Background: an optimization exercise with open tools, aiming at small area, a short achievable clock period and few clock cycles. Do not read the settings as production practice.
At most, simulation tests tie the RTL to the original design; equivalence was not proved.
Power and IR drop assume default switching activity.

// sdio_spi_engine
module sdio_spi_engine (
    input  wire        clk,
    input  wire        rst,             
    input  wire        op_valid,
    output wire        op_ready,
    input  wire [7:0]  op_sel,          
    input  wire [7:0]  op_index,
    input  wire [31:0] op_arg,
    input  wire [16:0] op_count,
    input  wire [9:0]  op_block_size,
    input  wire        op_mode,
    input  wire [1:0]  op_fn,
    input  wire [2:0]  op_width,
    output wire        res_valid,
    output wire [3:0]  res_code,
    output wire [7:0]  res_status,
    output wire [7:0]  res_stuff,
    output wire        ev_valid,
    output wire [2:0]  ev_kind,
    output reg  [7:0]  ev_tx,
    input  wire        ev_ready,
    input  wire [7:0]  ev_rx,
    input  wire        wd_valid,
    output wire        wd_ready,
    input  wire [7:0]  wd_data,
    output reg         rd_valid,
    output wire [7:0]  rd_data
);
Size in the first run: about 880 cells after synthesis, about 86 flip-flops, about 150 I/O pins, roughly 7500 um2 of cells after synthesis.
clock: 5.0 ns
lec_check: 0
cap_margin: 20
core_margin: 2
core_utilization: 40
setup_slack_margin: 2.3
slew_margin: 20
standard.sh (not shown) runs the stock make flow with config.mk's settings and CLKGATE_MAP_FILE= SYNTH_SCRIPT=/design/flow/synth_recipe.tcl, a recipe that flattens the netlist after the stock synthesis.
==> flow/flow/run.sh <==
#!/bin/bash
# Layout flow: the standard ORFS flow, with the port buffers that
# buffer_ports inserts made from plain sky130_fd_sc_hd__buf_1 cells
# instead of the delay-buffer cell it picks by default. The make output
# of every step goes to standard.log; ORFS keeps each tool's own log
# under orfs/logs/.
set -euo pipefail
export BUFFER_PORTS_ARGS="-buffer_cell sky130_fd_sc_hd__buf_1"
bash standard.sh finish > standard.log 2>&1
Change:
--- a/flow/design.v
+++ b/flow/design.v
@@ -51,22 +51,23 @@
             end
             crc16_byte = r;
         end
     endfunction
     localparam [5:0] S_CS1   = {3'd0, 3'd0},    
                      S_CS0   = {3'd0, 3'd1},    
                      S_CTX   = {3'd0, 3'd2},    
                      S_PTOK  = {3'd1, 3'd2},    
                      S_PDAT  = {3'd2, 3'd2},    
                      S_PCRC  = {3'd3, 3'd2},    
                      S_PSTOP = {3'd4, 3'd2},    
+                     S_PLAST = {3'd5, 3'd2},    
                      S_RDY   = {3'd0, 3'd3},    
                      S_RESP  = {3'd1, 3'd3},    
                      S_STUFF = {3'd2, 3'd3},    
                      S_GTOK  = {3'd3, 3'd3},    
                      S_GPAY  = {3'd4, 3'd3},    
                      S_GCRC  = {3'd5, 3'd3},    
                      S_DRT   = {3'd6, 3'd3},    
                      S_FIN   = {3'd7, 3'd3},    
                      S_CRIT1 = {3'd0, 3'd4},
                      S_CRIT0 = {3'd0, 3'd5},
                      S_IDLE  = {3'd0, 3'd6},
@@ -107,36 +108,36 @@
     endfunction
     function [9:0] inc10(input [9:0] a);
         integer i;
         begin
             inc10[0] = ~a[0];
             for (i = 1; i < 10; i = i + 1)
                 inc10[i] = a[i] ^ ((a | ~((10'd1 << i) - 10'd1)) == 10'h3FF);
         end
     endfunction
     wire [16:0] rem_dec = dec17(rem);
     wire [9:0]  cnt_inc = inc10(cnt);
-    wire blk_last = (cnt == u[26:17]);         
+    wire blk_last = (cnt == 10'h3FE);
     wire is63 = idx[1];
     wire is53 = idx[0] & ~idx[1];
     reg fault;
     assign ev_valid = ~(state[2] & state[1]) & ~fault;
     assign ev_kind  = state[2:0];
     assign op_ready = (state == S_IDLE);
     assign res_valid = (state == S_DONE);
     assign res_code  = {fault, res};
     assign res_status = u[15:8];
     assign res_stuff  = ev_tx;     
     assign rd_data   = ev_tx;      
     assign wd_ready  = (state == S_PWAIT) |
-                       (((state == S_PTOK) | ((state == S_PDAT) & ~blk_last)) & ev_ready);
+                       (((state == S_PTOK) | (state == S_PDAT)) & ev_ready);
     wire [5:0] ix = op_index[5:0];
     wire idx_ok   = (op_index[7:6] == 2'b00) &&
                     ((ix == 6'd0) || (ix[5:1] == 5'b11010) || (ix == 6'd63));
     wire bs_ok    = op_block_size[9] == (op_block_size[8:0] == 9'd0);
     wire width_ok = (op_width == 3'd1) || (op_width == 3'd2) || (op_width == 3'd4);
     wire fn_ok    = op_fn[1] ^ op_fn[0];
     wire cnt_nz   = (op_count != 17'd0);
     wire cnt_le512 = (op_count[16:10] == 7'd0) && (!op_count[9] || op_count[8:0] == 9'd0);
     wire put_ok   = cnt_nz && (op_mode ? bs_ok : cnt_le512);
     wire sel_data = op_sel[5] & ~op_sel[4];             
     wire sel_hi0  = (op_sel[7:6] == 2'b00) && (op_sel[3:1] == 3'b000);
@@ -168,23 +169,23 @@
             ev_tx <= wd_data;
         else if (ev_ready) begin
             case (state)
                 S_CTX:
                     case (cnt[2:0])
                         3'd0:    ev_tx <= fb1;
                         3'd1:    ev_tx <= fb2;
                         3'd2:    ev_tx <= fb3;
                         3'd3:    ev_tx <= fb4;
                         default: ev_tx <= fb5;
                     endcase
-                S_PDAT:  ev_tx <= crc16_nx[15:8];
+                S_PLAST: ev_tx <= crc16_nx[15:8];
                 S_PCRC:  ev_tx <= crc[7:0];
                 S_CRIT0: ev_tx <= 8'hFD;
                 default: ;
             endcase
         end
     end
     always @(posedge clk) begin
         rd_valid <= ~rst & (state == S_GPAY) & ev_ready;
         if (rst) begin
             state <= S_IDLE;
         end else begin
@@ -267,23 +268,23 @@
                     step  <= step + 2'd1;
                     state <= S_CS1;
                 end else begin
                     state <= S_DONE;
                 end
             end
             S_GTOK: begin
                 crc <= 16'hFE00;
                 if (ev_ready) begin
                     cnt <= cnt_inc;
                     if (ev_rx == 8'hFE) begin
-                        cnt   <= 10'd1;
+                        cnt   <= ~u[26:17];
                         state <= S_GPAY;
                     end else if (c_last199) begin
                         res   <= R_TIMEOUT;
                         state <= S_CS0;
                     end
                 end
             end
             S_GPAY: if (ev_ready) begin
                 crc     <= crc16_nx;
                 u[16:0] <= rem_dec;
                 rem1    <= (rem == 17'd2);
@@ -302,35 +303,35 @@
                         res   <= R_INV_CRC;
                         state <= S_CS0;
                     end else if (rem0) begin
                         state <= S_CS0;
                     end else begin
                         cnt   <= 10'd0;
                         state <= S_GTOK;
                     end
                 end
             end
             S_PTOK: if (ev_ready) begin
-                cnt <= 10'd1;
-                state <= wd_valid ? S_PDAT : S_PWAIT;
+                cnt <= ~u[26:17];
+                state <= !wd_valid ? S_PWAIT : (u[26:17] == 10'd1) ? S_PLAST : S_PDAT;
             end
-            S_PWAIT: if (wd_valid) state <= S_PDAT;
+            S_PWAIT: if (wd_valid) state <= blk_last ? S_PLAST : S_PDAT;
             S_PDAT: if (ev_ready) begin
                 cnt <= cnt_inc;
                 crc <= crc16_nx;
-                if (blk_last) begin
-                    cnt   <= 10'd0;
-                    state <= S_PCRC;
-                end else if (!wd_valid) begin
-                    state <= S_PWAIT;
-                end
+                state <= !wd_valid ? S_PWAIT : (cnt == 10'h3FD) ? S_PLAST : S_PDAT;
+            end
+            S_PLAST: if (ev_ready) begin
+                crc   <= crc16_nx;
+                cnt   <= 10'd0;
+                state <= S_PCRC;
             end
             S_PCRC: if (ev_ready) begin
                 cnt   <= cnt_inc;
                 if (c_last1) state <= S_CRIT1;
             end
             S_CRIT1: if (ev_ready) begin
                 cnt   <= 10'd0;
                 state <= S_DRT;
             end
             S_DRT: if (ev_ready) begin
                 cnt   <= cnt_inc;
The new run produced a clean layout.
Setup slack improved by 0.18 ns.
Final cell count is lower by 3.0%.
Maximum frequency is higher by 6.6%.
Utilization is lower by 0.85 points.
Power is lower by 13%.
Design area is lower by 4.4%.
Testbench counts after the change, summed over its fixed seeds: cycles 293,774.
For the first run of this note, only the layout was checked, not whether the RTL still works.

afterwards: timing with drivers on the ports:
The flow's constraints put no driver on any port. The routed layouts listed below were extracted and timed again, unchanged, in two steps. Step 1 assumes that a clkbuf_16 drives the clock port and a buf_2 every other input. Step 2 also shifts input and output timing later by t, the mid clock arrival at the registers, as if the neighbouring blocks saw the same clock. Three values: ideal ports, drivers, drivers and shift; two values: the first two.
run | t (ns) | setup slack, ns | cell pins on the clock port's net
the first run | 0.392 | 2.121 / 2.086 / 1.909 | 1
the second run | 0.405 | 2.299 / 2.245 / 1.952 | 1
After both steps setup and hold are still met in every run listed. The setup slack of the second run, which loses most, moves by -0.054 ns with the drivers and by -0.347 ns with both steps.
